What follows belongs to an exercise in optimizing a design on an open flow for small area, a short achievable clock period and few clock cycles; a production flow would make more cautious choices. The RTL was checked by simulation tests, not by an equivalence proof against the original design. No activity file was given, so power comes from the tool's default toggle rates.

===== flow/flow/run.sh =====
#!/bin/bash
# Standard ORFS layout (the standard.sh) with a tighter setup repair
# target and small port buffers; all logs stay in this folder.
set -euo pipefail
bash standard.sh \
  SETUP_SLACK_MARGIN=6.8 \
  "BUFFER_PORTS_ARGS=-buffer_cell sky130_fd_sc_hd__buf_1" \
  finish > flow_make.log 2>&1

===== flow/standard.sh =====
#!/bin/bash
# synth_recipe.tcl (not shown) runs the flow's synth.tcl, then flattens the netlist and writes it again
# the make line also repeats each setting of config.mk as NAME=value (left out here)
make -C /OpenROAD-flow-scripts/flow DESIGN_CONFIG=/design/flow/config.mk WORK_HOME=/design/flow/orfs CLKGATE_MAP_FILE= SYNTH_SCRIPT=/design/flow/synth_recipe.tcl "${@:-finish}"

===== flow/config.mk =====
export PLATFORM = sky130hd
export DESIGN_NAME = lm92_lcd
export DESIGN_NICKNAME = lm92_lcd
export VERILOG_FILES = /design/flow/design.v
export SDC_FILE = /design/flow/constraint.sdc
export NUM_CORES = 4
export LEC_CHECK = 0
export ABC_AREA = 1
export CAP_MARGIN = 20
export CORE_MARGIN = 2
export CORE_UTILIZATION = 65
export SLEW_MARGIN = 20

===== flow/constraint.sdc =====
create_clock -name core_clock -period 10.0 [get_ports {clk}]
set_input_delay 2.0000 -clock core_clock [delete_from_list [all_inputs] [get_ports {clk}]]
set_output_delay 2.0000 -clock core_clock [all_outputs]
set_load 0.01 [all_outputs]

===== flow/design.v =====
module lm92_lcd (
    input  wire        clk,
    input  wire        rst,           
    input  wire        cmd_valid,
    input  wire [31:0] cmd_word,
    output reg         busy,
    output reg         disp_init,
    output reg         rs,
    output wire [3:0]  err,
    output wire [3:0]  viol,
    output reg         ev_valid,
    input  wire        ev_ready,
    output reg         ev_kind,       
    output reg         ev_rs,
    output reg  [3:0]  ev_nib,
    output wire [13:0] ev_us,
    output reg         mem_req,
    output wire [15:0] mem_addr,
    input  wire        mem_ack,
    input  wire [7:0]  mem_rdata
);
    localparam K = 2;                  
    localparam [3:0] NSTEP = 12;       
    localparam [3:0] W15000 = 4'b1100, W5000 = 4'b1000, W150 = 4'b0010,
                     W50 = 4'b0001, W3000 = 4'b0101;
    function [5:0] wdec(input [3:0] c);    
        wdec = {c[3] & c[2], c[3] | c[2], c[3] ^ c[2], ~c[0] | c[2], ~c[3] | c[2],
                c[1] | (c[0] & ~c[2])};
    endfunction
    reg [5:0] usx;
    assign ev_us = {usx[5], ev_nib[3], ev_nib[2], 1'b0, usx[4], usx[3], usx[2], 1'b0,
                    ev_nib[0], usx[1], usx[4], ev_nib[1], usx[0], 1'b0};
    function gt_const(input [23:0] x, input [23:0] c, input integer n);
        integer i;
        reg gt, eq;
        begin
            gt = 1'b0; eq = 1'b1;
            for (i = n - 1; i >= 0; i = i - 1) begin
                if (!c[i]) gt = gt | (eq & x[i]);
                eq = eq & (x[i] == c[i]);
            end
            gt_const = gt;
        end
    endfunction
    reg       e_rng, e_fmt;            
    reg [2:0] vl;                      
    assign err  = {1'b0, e_fmt, e_rng, e_rng};
    assign viol = {1'b0, vl};
    wire [7:0] opc = cmd_word[31:24];
    wire z23_16 = (cmd_word[23:16] == 8'd0);
    wire z15_8  = (cmd_word[15:8] == 8'd0);
    wire z7_0   = (cmd_word[7:0] == 8'd0);
    wire o_init = (opc == 8'h20), o_cmd = (opc == 8'h21), o_char = (opc == 8'h22),
         o_clr  = (opc == 8'h23), o_home = (opc == 8'h24), o_goto = (opc == 8'h25),
         o_text = (opc == 8'h30), o_hex = (opc == 8'h31), o_int = (opc == 8'h32);
    wire legal = ((o_init | o_clr | o_home) & z23_16 & z15_8 & z7_0) |
                 ((o_cmd | o_char) & z23_16 & z15_8) |
                 ((o_goto | o_text) & z23_16) | o_hex | o_int;
    wire q4 = opc[4];
    wire [2:0] q = opc[2:0];
    wire d_init = ~q4 & ~q[2] & ~q[1] & ~q[0], d_cmd  = ~q4 & ~q[2] & ~q[1] & q[0],
         d_char = ~q4 & ~q[2] & q[1] & ~q[0],  d_clr  = ~q4 & ~q[2] & q[1] & q[0],
         d_home = ~q4 & q[2] & ~q[0],          d_goto = ~q4 & q[2] & q[0],
         d_text = q4 & ~q[1] & ~q[0],          d_hex  = q4 & q[0],
         d_int  = q4 & q[1];
    wire acc = cmd_valid & ~busy & legal & (disp_init | d_init);
    wire [1:0] g_row = cmd_word[9:8];
    wire [7:0] g_col = cmd_word[7:0];
    wire g_cy = g_col[4] | (g_row[1] & g_col[3] & g_col[2]);
    wire [3:0] g_lo = {g_col[3] ^ (g_col[2] & g_row[1]), g_col[2] ^ g_row[1], g_col[1:0]};
    wire [2:0] g_hi = {g_row[0], g_row[1] & g_cy, g_row[1] ^ g_cy};
    wire g_bad = (cmd_word[15:10] != 6'd0) | (g_col[7:5] != 3'd0) |
                 (g_col[4] & (g_col[3] | g_col[2]));
    wire negv  = cmd_word[23];
    wire f_bad = negv & ~gt_const({1'b0, cmd_word[22:0]}, 24'h70BDC0, 23);
    wire a12   = negv ? ((cmd_word[22:12] == 11'h7FF) & (cmd_word[11:0] != 12'd0))
                      : (cmd_word[22:12] == 11'h000);
    wire [3:0] b_hi = d_goto ? {1'b1, g_hi} : (d_clr | d_home) ? 4'h0 : cmd_word[7:4];
    wire [3:0] b_lo = d_goto ? g_lo
                             : {cmd_word[3:2], cmd_word[1] | d_home, cmd_word[0] | d_clr};
    reg [27:0] S;         
    reg [4:0]  cnt;       
    reg        m_init, m_byte, m_text, m_num, m_fin;
    reg        ph;        
    reg        clr;       
    reg        hx;        
    reg        a12f;      
    reg        ninc;      
    reg        nd;        
    reg        nlo;       
    reg        nend;      
    reg        conv;      
    reg        rdy;       
    assign mem_addr = S[19:4];
    wire fire = ev_valid & ev_ready;
    wire adv  = ~ev_valid | ev_ready;
    reg        t_kind;
    reg [3:0]  t_nib;
    always @(*) begin
        t_kind = 1'b0; t_nib = 4'h0;
        case (cnt)
            5'd1:  t_nib = 4'h3;
            5'd2:  begin t_kind = 1'b1; t_nib = W5000; end
            5'd3:  t_nib = 4'h3;
            5'd4:  begin t_kind = 1'b1; t_nib = W150; end
            5'd5:  t_nib = 4'h3;
            5'd6:  begin t_kind = 1'b1; t_nib = W50; end
            5'd7:  t_nib = 4'h2;
            5'd8:  t_nib = 4'h2;
            5'd9:  t_nib = 4'h8;
            5'd10: t_nib = 4'h0;
            5'd11: t_nib = 4'hE;
            5'd12: t_nib = 4'h0;
            5'd13: t_nib = 4'h6;
            5'd14: t_nib = 4'h0;
            5'd15: t_nib = 4'h1;
            default: begin t_kind = 1'b1; t_nib = W3000; end
        endcase
    end
    function [3:0] add3(input [3:0] d, input en);
        reg c;
        begin
            c = en & (d[3] | (d[2] & (d[1] | d[0])));
            add3 = {d[3] | c, c ? d[3] & d[0] : d[2],
                    c ? (d[1] & d[0]) | (d[3] & ~d[0]) : d[1], d[0] ^ c};
        end
    endfunction
    wire [3:0]  ce   = {cnt[3], cnt[2] | a12f, cnt[1] | a12f, cnt[0] | a12f};    
    wire [27:0] s_in = a12f ? {S[13:0], S[27:14]} : S;
    reg [27:0] s_step, t;
    integer l, j;
    always @(*) begin
        s_step = s_in;
        for (l = 0; l < K; l = l + 1) begin
            t = s_step;
            for (j = 0; j < 6; j = j + 1)
                t[4*j +: 4] = add3(s_step[4*j +: 4], ((4 * j - l + K - 1) / K <= 0) ? 1'b1 :
                                   gt_const({20'd0, ce}, (4 * j - l + K - 1) / K - 1, 4));
            s_step = {t[26:0], t[27]};
        end
    end
    wire [19:0] x_in = S[23:4] ^ {20{m_num}};
    wire [19:0] pa;                    
    genvar g;
    assign pa[0] = 1'b1;
    generate
        for (g = 1; g < 20; g = g + 1) begin : g_pa
            assign pa[g] = &x_in[g-1:0];
        end
    endgenerate
    wire [19:0] s_inc = x_in ^ pa;
    wire [6:0] nz;
    generate
        for (g = 0; g < 7; g = g + 1) begin : g_nz
            assign nz[g] = |S[4*g +: 4];
        end
    endgenerate
    wire [6:0] tp;                     
    assign tp[6] = nz[6];
    assign tp[5] = ~nz[6] & nz[5];
    assign tp[4] = ~nz[6] & ~nz[5] & nz[4];
    assign tp[3] = ~nz[6] & ~nz[5] & ~nz[4] & nz[3];
    assign tp[2] = ~nz[6] & ~nz[5] & ~nz[4] & ~nz[3] & nz[2];
    assign tp[1] = ~nz[6] & ~nz[5] & ~nz[4] & ~nz[3] & ~nz[2] & (nz[1] | hx);
    assign tp[0] = ~nz[6] & ~nz[5] & ~nz[4] & ~nz[3] & ~nz[2] & ~nz[1] & ~hx;
    wire [2:0] tpb = {tp[6] | tp[5] | tp[4], tp[6] | tp[3] | tp[2], tp[5] | tp[3] | tp[1]};
    wire [6:0] sel;
    generate
        for (g = 0; g < 7; g = g + 1) begin : g_sel
            assign sel[g] = rdy ? (cnt[2:0] == g) : tp[g];
        end
    endgenerate
    wire [2:0] ptr = rdy ? cnt[2:0] : tpb;
    wire [2:0] ptr_m1 = {ptr[2] ^ (~ptr[1] & ~ptr[0]), ~(ptr[1] ^ ptr[0]), ~ptr[0]};
    reg  [3:0] dig;
    integer k;
    always @(*) begin
        dig = 4'd0;
        for (k = 0; k < 7; k = k + 1)
            dig = dig | ({4{sel[k]}} & S[4*k +: 4]);
    end
    wire       dbig = dig[3] & (dig[2] | dig[1]);
    wire [3:0] c_hi = {1'b0, dbig, 1'b1, ~dbig};           
    wire [3:0] c_lo = dbig ? {1'b0, dig[2] ^ (~dig[1] & ~dig[0]), ~(dig[1] ^ dig[0]), ~dig[0]}
                           : dig;
    wire       plast = hx ? sel[1] : sel[0];
    wire take = mem_ack & (~ev_valid | (ev_ready & ph));
    wire rz   = (mem_rdata == 8'h00);
    reg [3:0] nib_n;
    reg       kind_n;
    always @(*) begin
        kind_n = 1'b0;
        if (m_init) begin
            nib_n = t_nib; kind_n = t_kind;
        end else if (m_byte) begin
            nib_n = ph ? W3000 : S[3:0]; kind_n = ph;
        end else if (m_text) begin
            nib_n = ph ? mem_rdata[7:4] : S[3:0];
        end else if (nd) begin
            nib_n = 4'hD;
        end else if (!nlo) begin
            nib_n = hx ? c_hi : 4'h3;
        end else begin
            nib_n = c_lo;
        end
    end
    wire init_last = (cnt == 5'd17);
    wire n_step = ~nd & ~nend & (nlo ? ~conv : hx);
    wire [3:0] ce1 = {ce[3] ^ (ce[2] & ce[1] & ce[0]), ce[2] ^ (ce[1] & ce[0]), ce[1] ^ ce[0], ~ce[0]};
    always @(posedge clk) begin
        if (rst) begin
            busy      <= 1'b0;
            disp_init <= 1'b0;
            rs        <= 1'b0;
            e_rng     <= 1'b0;
            e_fmt     <= 1'b0;
            vl        <= 3'd0;
            ev_valid  <= 1'b0;
            mem_req   <= 1'b0;
        end else begin
            if (cmd_valid && vl == 3'd0) begin
                if (busy) vl <= 3'b001;
                else if (!legal) vl <= 3'b010;
                else if (!disp_init && !d_init) vl <= 3'b100;
            end
            if (fire) rs <= ev_rs;
            if (!busy) begin
                busy     <= acc;
                ev_valid <= acc & ~d_text & ~d_hex & ~(d_goto & g_bad) & ~(d_int & f_bad);
                mem_req  <= acc & d_text;
            end else begin
                e_rng <= m_fin & m_byte;
                e_fmt <= m_fin & m_num;
                if (m_fin) busy <= 1'b0;
                else begin
                if (m_init && adv && init_last) begin
                    ev_valid  <= 1'b0;
                    busy      <= 1'b0;
                    disp_init <= 1'b1;
                end
                if (m_byte && adv && ph && !clr) begin
                    ev_valid <= 1'b0;
                    busy     <= 1'b0;
                end
                if (m_text) begin
                    if (adv && ph) ev_valid <= take & ~rz;
                    if (take && rz) begin
                        busy    <= 1'b0;
                        mem_req <= 1'b0;
                    end
                end
                if (m_num && adv) begin
                    ev_valid <= ~nend & (nd | ~nlo | ~conv);
                    if (nend) busy <= 1'b0;
                end
                end
            end
        end
    end
    wire s_en = ~busy | (m_text & take) | (m_num & conv);
    wire [27:0] s_n = ~busy  ? {cmd_word[23:0], q4 ? 4'h0 : b_lo} :
                      m_text ? {S[27:24], s_inc, mem_rdata[3:0]} :
                      ninc   ? {4'd0, s_inc, S[3:0]} : s_step;
    wire c_en = ~busy | (m_init & adv) | (m_num & conv & ~ninc) | (m_num & adv & n_step);
    wire [4:0] c_n = ~busy  ? {4'd0, d_init} :
                     m_init ? cnt + 5'd1 :
                     conv   ? {cnt[4], ce1} :
                     {cnt[4:3], nlo ? ptr_m1 : ptr};
    always @(posedge clk) begin
        if (s_en) S <= s_n;
        if (c_en) cnt <= c_n;
        if (!busy) begin
            ev_rs    <= d_char | d_text | d_hex | d_int;
            ph       <= d_text;
            clr      <= d_clr;
            hx       <= d_hex;
            a12f     <= a12;
            ninc     <= negv;
            nd       <= d_int & negv;
            nlo      <= d_int & ~negv;
            conv     <= d_int;
            rdy      <= 1'b0;
            nend     <= 1'b0;
            ev_kind  <= d_init;
            usx      <= wdec(W15000);
            ev_nib   <= d_init ? W15000 : d_int ? (negv ? 4'h2 : 4'h3) : b_hi;
            m_init   <= d_init;
            m_byte   <= ~q4 & ~d_init;
            m_text   <= d_text;
            m_num    <= d_hex | d_int;
            m_fin    <= (d_goto & g_bad) | (d_int & f_bad);
        end else begin
            if (adv) begin
                ev_nib  <= nib_n;
                ev_kind <= kind_n;
                usx     <= m_init ? wdec(t_nib) : wdec(W3000);
            end
            if (m_byte && adv) begin
                ph <= 1'b1;
                if (ph) clr <= 1'b0;
            end
            if (m_text && adv) ph <= ~(ph & take);
            if (m_num && conv) begin
                if (ninc) ninc <= 1'b0;
                else begin
                    a12f <= 1'b0;
                    if (ce == NSTEP - 1) conv <= 1'b0;
                end
            end
            if (m_num && adv && !nend) begin
                if (nd) nd <= 1'b0;
                else if (!nlo) nlo <= 1'b1;
                else if (!conv) begin
                    nlo  <= 1'b0;
                    nend <= plast;
                end
                if (n_step) rdy <= 1'b1;
            end
        end
    end
endmodule

==> qor.yml, run 1 <==
critical_path:
  critPathKind: "in -> reg"
  cp_top_family: "simple AND/OR/NAND/NOR gates"
  worst-path-buf-inv: 1
  start_kind: "primary input"
  r2r-start: "m_num"
  slowest_stage: "or2_4"
  critPathArrivalTime_ns: 3.44
  timing.rr.end: "S[21]"
  cpPeakStageDelay_ns: 0.27
  cp-end-kind: "flop"
  worstPathCellList: "clkbuf_2, or2_4, nand2_1, nor3_2, nor2_1, nand2_1, o21ai_0, o311ai_0, o21ai_1, nand2_1, a31oi_1"
  crit_top_cell: "nand2_1"
  reg2regPathDepth: 16
  cp.required_ns: 10.29
  cp_max_fo: 7
  r2r_slack_ns: 7.06
timing:
  finalSetupTns_ns: 0
  setup_ws_ns: 6.85
  fin_crit_sh_pct: 31.5
  rsz0062_at_grt: "true"
  clock-skew-final_ns: 0.0117
  maxSlewViolCount: 0
  finalHoldViolations: 0
  fin_crit_ns: 3.15
  relSlewSlack_pct: 51.2
  max_clock_freq_ghz: 0.317
  finalSetupViolCount: 0
  worst_slew_pin_slew_ns: 0.730
grt:
  grt_pass1_vias: 6315
  grt-ovfl-total: 0
  grtUsageTotal_pct: 37.8
  grt_max_degree: 52
  antenna_found_initial: 1
  grt_pass1_wl_um: 32700
clocking:
  cts_buffer_depth: 2
  cts_buffers: 9
  root_buffer: "clkbuf_8"
  tritoncts: "done"
  path_clk_slew_ns: 0.09
  worstSkewPairLatency_ns: 0.36
  h-tree-depth: 3
  cts.sinks: 70
min_path:
  min_path_cells: 1
  worstHoldStart: "usx[2]"
  hp-class: "reg -> reg"
  hold_path_end: "usx[2]"
pwr:
  power_density_mw_per_mm2: 96.5
  p_int_w: 0.000463
  netSwitchingFraction_pct: 33.5
  power_switching_w: 0.000234
  p_leak_nw: 3.10
  p_seq_share_pct: 48.9
  peakVddDrop_v: 0.0000730
  p_comb_share_pct: 21.3
  p_clk_share_pct: 29.8
yosys:
  synth_top_family_by_area: "simple AND/OR/NAND/NOR gates"
  yosysMostFrequentCell: "nand2_1"
  async_reset_ff_share_pct: 0
  synth_simple_gate_area_share_pct: 30.1
  synth-xor-area-share_pct: 3.91
  ys_ff_latch: 70
  ys.flop_type: "edfxtp_1"
  ys_seq_area_share_pct: 28.7
  postSynthCellCount: 1004
  yosysWarnings: 1
  yosys-mux-area-fraction_pct: 0.206
  syn-cell-area_mm2: 0.00670
  yosysUniqueCellTypes: 63
  synth_top_area_share_pct: 23.3
  synthAdderAreaFrac_pct: 3.74
  synth_commonest_cells: "236 x nand2_1, 138 x inv_1, 101 x nor2_1"
  syn_avg_cell_area_um2: 6.67
  synthTopCellsByArea: "edfxtp_1 23%, nand2_1 13%, inv_1 7.7%"
  synth_compound_area_share_pct: 19.4
  synth_edf_count: 52
  yosysTopAreaCell: "edfxtp_1"
job:
  maxCapViolations: 0
drt:
  drt-total-wl_um: 21200
  wl_per_cell_um: 17.6
  drcViolationCount: 0
  viasPerCell: 5.98
  dr.pass1.iters: 5
  vias: 7214
  initialDrtViolationCount: 981
  ant_nets: 0
status:
  status: "complete, no violations"
finish:
  diodes: 0
  area_growth_pct: 7.79
  drive_gt1_share_pct: 8.50
  nNetsFinal: 1130
die:
  die_w_um: 106
  initial_core_util_pct: 65.7
  coreArea_mm2: 0.0102
  fp.dieH_um: 106
  dieArea_mm2: 0.0111
  pin_count: 94
  row_count: 37
place:
  hpwlAfterDp_um: 16300
  portBuffers: 88
  gp_congestion: 0.980
  place_ws_ns: 6.36
-- per-stage QoR --
| step | hold slack [ns] | cell area, um^2 | util [%] | instances | power, W |
|---|---|---|---|---|---|
| after floorplan | 0.446 | 6750 | - | 1008 | 0.000448 |
| after global placement | 0.446 | 6880 | 67.5 | 1177 | 0.000483 |
| after detailed placement | 0.451 | 6880 | 67.5 | 1177 | 0.000484 |
| after CTS | 0.469 | 7080 | 69.5 | 1196 | 0.000687 |
| after global routing | 0.480 | 7220 | 70.9 | 1206 | 0.000724 |
| final | 0.469 | 7220 | 70.9 | 1206 | 0.000697 |
-- cell usage in the layout, fill, tap and decap left out, types with 4 or more instances in the layout --
| master | Yosys | routed |
|---|---|---|
| a21oi_1 | 49 | 47 |
| a22oi_1 | 6 | 6 |
| a31oi_1 | 6 | 6 |
| buf_1 | 3 | 84 |
| buf_4 | 31 | 16 |
| clkbuf_8 | 0 | 9 |
| conb_1 | 1 | 5 |
| dfxtp_1 | 18 | 18 |
| edfxtp_1 | 52 | 52 |
| ha_1 | 20 | 20 |
| inv_1 | 138 | 133 |
| inv_2 | 4 | 8 |
| nand2_1 | 236 | 233 |
| nand2_2 | 4 | 6 |
| nand3_1 | 66 | 65 |
| nand4_1 | 21 | 21 |
| nor2_1 | 101 | 94 |
| nor2_2 | 3 | 8 |
| nor2_4 | 3 | 5 |
| nor3_1 | 17 | 15 |
| nor4_1 | 4 | 4 |
| o211ai_1 | 20 | 20 |
| o21ai_0 | 81 | 78 |
| o21ai_1 | 12 | 15 |
| o22ai_1 | 8 | 8 |
| xnor2_1 | 21 | 21 |
| xor2_1 | 7 | 7 |
-- worst register-to-register path, delay by kind of cell, from the launching register on --
kind                       cells  cell delay (ns)
and+or+nand+nor               10             1.33
DFF                            1             0.44
AOI/OAI and AO/OA              2             0.29
muxes                          1             0.21
adders and majority gates      1             0.17
buffers and inverters          1             0.15
xor gates and xnor gates       1             0.08
-- worst max path at each step --
stage,startpoint,endpoint,cells after the start
final,ev_ready,ev_valid,11
after global routing,ev_ready,ev_valid,11
after CTS,ev_ready,cnt[3],12
after detailed placement,ev_ready,cnt[3],12
after global placement,ev_ready,cnt[3],12
after floorplan,ev_ready,cnt[3],12
-- layout make-up --
| type | instances | area (um^2) |
|---|---|---|
| multi-input combinational | 735 | 3940 |
| fill | 944 | 2970 |
| timing repair buffer | 105 | 473 |
| clock buffer | 10 | 128 |
| clock inverter | 6 | 38.8 |
| tap | 136 | 170 |
| inverter | 144 | 547 |
| sequential | 70 | 1920 |
-- registers in the layout, summed over array words and instances, names as in the netlist, 3 cells and up --
register	flops
vl	3
ev_nib	4
S	28
usx	6
cnt	5
-- repair_timing --
item / in CTS / in global routing
setup buffers: 3 / 10
setup endpoints to repair: 5 / 33
pin swaps: 0 / 6
hold buffers: 0 / 0
resized for setup: 2 / 25
-- layer usage --
layer  part of all wire, %  global-route usage [%]  up-vias
met5                  0.19                       0        -
met4                   1.9                    11.4        2
met3                    13                    10.8       39
met2                    43                    56.0      443
met1                    42                    53.7     3269
li1                      -                       -     3461
-- power by group through the flow --
stage	Sequential, W	Combinational, W	Clock (W)
floorplan	0.000339	0.000108	0
global placement	0.000350	0.000133	0
detailed placement	0.000350	0.000134	0
CTS	0.000340	0.000141	0.000206
global route	0.000341	0.000164	0.000218
finish	0.000341	0.000149	0.000207
-- cell families after synthesis --
family,after synthesis
and+or+nand+nor,465
AOI/OAI and AO/OA,215
buffers and inverters,203
DFF,70
xor gates and xnor gates,29
adders and majority gates,20
other,1
muxes,1
Testbench counts, summed over its fixed seeds: cycles 9,602.
==> inputs of run 2 (changes only) <==
--- a/flow/design.v
+++ b/flow/design.v
@@ -89,4 +89,2 @@
     reg        nd;        
-    reg        nlo;       
-    reg        nend;      
     reg        conv;      
@@ -200,3 +198,3 @@
             nib_n = 4'hD;
-        end else if (!nlo) begin
+        end else if (!ph) begin
             nib_n = hx ? c_hi : 4'h3;
@@ -207,3 +205,3 @@
     wire init_last = (cnt == 5'd17);
-    wire n_step = ~nd & ~nend & (nlo ? ~conv : hx);
+    wire n_step = ~nd & ~clr & (ph ? ~conv : hx);
     wire [3:0] ce1 = {ce[3] ^ (ce[2] & ce[1] & ce[0]), ce[2] ^ (ce[1] & ce[0]), ce[1] ^ ce[0], ~ce[0]};
@@ -252,4 +250,4 @@
                 if (m_num && adv) begin
-                    ev_valid <= ~nend & (nd | ~nlo | ~conv);
-                    if (nend) busy <= 1'b0;
+                    ev_valid <= ~clr & (nd | ~ph | ~conv);
+                    if (clr) busy <= 1'b0;
                 end
@@ -267,3 +265,3 @@
                      conv   ? {cnt[4], ce1} :
-                     {cnt[4:3], nlo ? ptr_m1 : ptr};
+                     {cnt[4:3], ph ? ptr_m1 : ptr};
     always @(posedge clk) begin
@@ -273,3 +271,3 @@
             ev_rs    <= d_char | d_text | d_hex | d_int;
-            ph       <= d_text;
+            ph       <= d_text | (d_int & ~negv);
             clr      <= d_clr;
@@ -279,6 +277,4 @@
             nd       <= d_int & negv;
-            nlo      <= d_int & ~negv;
             conv     <= d_int;
             rdy      <= 1'b0;
-            nend     <= 1'b0;
             ev_kind  <= d_init;
@@ -309,8 +305,8 @@
             end
-            if (m_num && adv && !nend) begin
+            if (m_num && adv && !clr) begin
                 if (nd) nd <= 1'b0;
-                else if (!nlo) nlo <= 1'b1;
+                else if (!ph) ph <= 1'b1;
                 else if (!conv) begin
-                    nlo  <= 1'b0;
-                    nend <= plast;
+                    ph  <= 1'b0;
+                    clr <= plast;
                 end
==> run 2 against run 1 <==
Net effect:
- via count decreased by 0.42%
- final area about the same
- worst hold slack got worse by 0.0014 ns
- global-route usage increased by 0.52 points
- total power increased by 4.8%
- cell count decreased by 0.66%
- clock-buffer cell count unchanged
- largest power group unchanged
- highest routed layer is now met4
==> qor.yml, run 2 <==
yosys:
  synth_top_family_by_area: "simple AND/OR/NAND/NOR gates"
  synth_top_area_share_pct: 22.1  # -1.2 points
  yosys-mux-area-fraction_pct: 0  # -0.21 points
  synth_commonest_cells: "221 x nand2_1, 138 x inv_1, 109 x nor2_1"
  ys_seq_area_share_pct: 27.8  # -0.92 points
  synth_simple_gate_area_share_pct: 30.7  # +0.65 points
  ys.flop_type: "edfxtp_1"
  ys_ff_latch: 68  # -2.9%
  yosysUniqueCellTypes: 61  # -3.2%
  yosysMostFrequentCell: "nand2_1"
  yosysWarnings: 1  # unchanged
  yosysTopAreaCell: "edfxtp_1"
  synth_edf_count: 49  # -5.8%
  syn_avg_cell_area_um2: 6.63  # -0.66%
  synthTopCellsByArea: "edfxtp_1 22%, nand2_1 12%, inv_1 7.8%"
  syn-cell-area_mm2: 0.00667  # -0.47%
  postSynthCellCount: 1006  # +0.20%
  synth-xor-area-share_pct: 4.22  # +0.32 points
  synthAdderAreaFrac_pct: 3.75  # +0.018 points
  async_reset_ff_share_pct: 0  # unchanged
  synth_compound_area_share_pct: 19.2  # -0.19 points
critical_path:
  cp_max_fo: 5  # -2
  cp.required_ns: 10.22  # -0.07 ns
  critPathKind: "in -> reg"
  start_kind: "primary input"
  critPathArrivalTime_ns: 3.40  # -0.04 ns
  cp-end-kind: "flop"
drt:
  wl_per_cell_um: 17.6  # -0.26%
  ant_nets: 0  # unchanged
  dr.pass1.iters: 6  # +1
  initialDrtViolationCount: 864  # -12%
  drcViolationCount: 0  # unchanged
  vias: 7184  # -0.42%
  viasPerCell: 6.00  # +0.25%
  drt-total-wl_um: 21000  # -0.92%
clocking:
  path_clk_slew_ns: 0.08  # about the same
  tritoncts: "done"
  cts_buffers: 9  # unchanged
  cts.sinks: 68  # -2.9%
  root_buffer: "clkbuf_8"
  cts_buffer_depth: 2  # unchanged
  cts_hold_buf: 0  # unchanged
  h-tree-depth: 3  # unchanged
  worstSkewPairLatency_ns: 0.36  # about the same
timing:
  finalSetupViolCount: 0  # unchanged
  finalHoldViolations: 0  # unchanged
  maxSlewViolCount: 0  # unchanged
  fin_crit_ns: 3.18  # +0.0316 ns
  max_clock_freq_ghz: 0.314  # -0.99%
  fin_crit_sh_pct: 31.8  # +0.32 points
  worst_slew_pin_slew_ns: 0.677  # -0.0523 ns
  clock-skew-final_ns: 0.0213  # +0.00964 ns
  finalSetupTns_ns: 0  # unchanged
  setup_ws_ns: 6.82  # -0.0316 ns
  relSlewSlack_pct: 54.8  # +3.6 points
  rsz0062_at_grt: "true"
finish:
  mostFrequentLayoutCell: "nand2_1"
  largest_reg_flops: 28  # unchanged
  diodes: 0  # unchanged
  layout_common_cells: "219 x nand2_1, 132 x inv_1, 101 x nor2_1"
  drive_gt1_share_pct: 10.6  # +2.1 points
  reg_top3: "S: 28 flops, usx: 6 flops, cnt: 5 flops"
  area_growth_pct: 8.28
  top_register: "S"
  nNetsFinal: 1125  # -0.44%
die:
  dieArea_mm2: 0.0111  # -0.45%
  pin_count: 94  # unchanged
  coreArea_mm2: 0.00986  # -3.1%
  initial_core_util_pct: 67.6  # +1.8 points
  fp.dieH_um: 105  # -0.23%
  row_count: 36  # -2.7%
  die_w_um: 105  # -0.23%
pwr:
  peakVddDrop_v: 0.0000742  # +1.6%
  p_leak_nw: 3.05  # -1.5%
  power_density_mw_per_mm2: 101  # +4.8%
grt:
  grt-ovfl-total: 0  # unchanged
  grt_pass1_vias: 6352  # +0.59%
  grtUsageTotal_pct: 38.3  # +0.52 points
  grt_max_degree: 53  # +1.9%
  antenna_found_initial: 0  # -1
  grt_pass1_wl_um: 33400  # +2.1%
min_path:
  hp-class: "reg -> reg"
job:
  maxCapViolations: 0  # unchanged
place:
  gp_congestion: 1.01  # +3.1%
  portBuffers: 88  # unchanged
  hpwlAfterDp_um: 16200  # -0.38%
  place_ws_ns: 6.38  # +0.0240 ns
status:
  status: "complete, no violations"
## run 2: layout make-up
type / instances / area (um^2)
inverters: 150 / 566
clock inverters: 6 / 70.1
well taps: 133 / 166
multi-input cells: 734 / 3990
clock buffers: 10 / 138
fillers: 871 / 2650
repair buffers: 97 / 439
flip-flops and latches: 68 / 1850
## run 2: worst max-delay path, stage by stage
cell and delay (ns):
buf_1 0.19, nor2_1 0.08, inv_1 0.11, nor2_2 0.08, nor2_1 0.27, inv_1 0.16, a311oi_1 0.36, a21oi_1 0.07
nand2_1 0.09
## run 2: worst paths after layout
kind	from	endpoint	slack, ns	cells after the start
setup / recovery	cmd_word[26]	ev_nib[0]	6.82	9
hold / removal	rs	rs	0.47	2
setup reg to reg	a12f	S[5]	7.02	13
hold reg to reg	rs	rs	0.47	2
## run 2: cells by family after synthesis
kind of cell	count (synthesis)
adders and majority gates	20
other	1
buffers and inverters	208
AOI/OAI and AO/OA	212
and+or+nand+nor	467
DFF	68
xor gates and xnor gates	30
## run 2: power by group
group | internal (W) | leakage, nW | switching, W | total [W]
clock | 0.000124 | 0.107 | 0.000123 | 0.000247
sequential | 0.000313 | 0.698 | 0.0000194 | 0.000332
combinational | 0.0000514 | 2.25 | 0.0000992 | 0.000151
## run 2: routing by layer
metal | GRT usage, % | share of wire, % | vias up
met1 | 54.9 | 40 | 3188
li1 | - | - | 3428
met4 | 11.1 | 3.1 | 0
met2 | 57.1 | 43 | 496
met5 | 0 | 0 | -
met3 | 9.77 | 14 | 72
## run 2: stage by stage
| step | total power, W | instance area (um^2) | utilization [%] | std cells | hold WS (ns) |
|---|---|---|---|---|---|
| 5_1_grt | 0.000755 | 7220 | 73.2 | 1198 | 0.499 |
| 3_5_place_dp | 0.000477 | 6850 | 69.4 | 1179 | 0.456 |
| 4_1_cts | 0.000718 | 7070 | 71.7 | 1195 | 0.468 |
| 6_report | 0.000730 | 7220 | 73.2 | 1198 | 0.467 |
| 2_1_floorplan | 0.000439 | 6690 | - | 1010 | 0.446 |
| 3_3_place_gp | 0.000476 | 6850 | 69.4 | 1179 | 0.448 |
## run 2: repair_timing
| action | CTS | global route |
|---|---|---|
| buffers inserted | 0 | 3 |
| pin swaps | 0 | 12 |
| endpoints found under the setup margin | 7 | 41 |
| gates resized for setup | 5 | 43 |
Testbench counts of run 2, summed over its fixed seeds: cycles 9,602.

what the ideal ports hide:
How much do the figures lean on ideal ports? The routed layouts below were timed once more, with nothing changed but the port constraints.
Step 1, drivers: a clkbuf_16 drives clk and a buf_2 each remaining input, both assumed.
Step 2, shift: input delay + t, output delay - t, t = (earliest + latest rising clock arrival at the registers) / 2. This alone moves slack from input paths to output paths.
Three values: ideal, step 1, step 2; two values: the first two.
run | t (ns) | setup WS [ns] | hold WS [ns]
run 1 | 0.390 | 6.850 / 6.840 / 6.474 | 0.469 / 0.469 / 0.469
run 2 | 0.387 | 6.819 / 6.811 / 6.442 | 0.467 / 0.467 / 0.467
After both steps setup and hold are still met in every run listed. For run 2, which loses most, drivers alone change the setup slack by -0.008 ns; drivers and shift together by -0.377 ns.
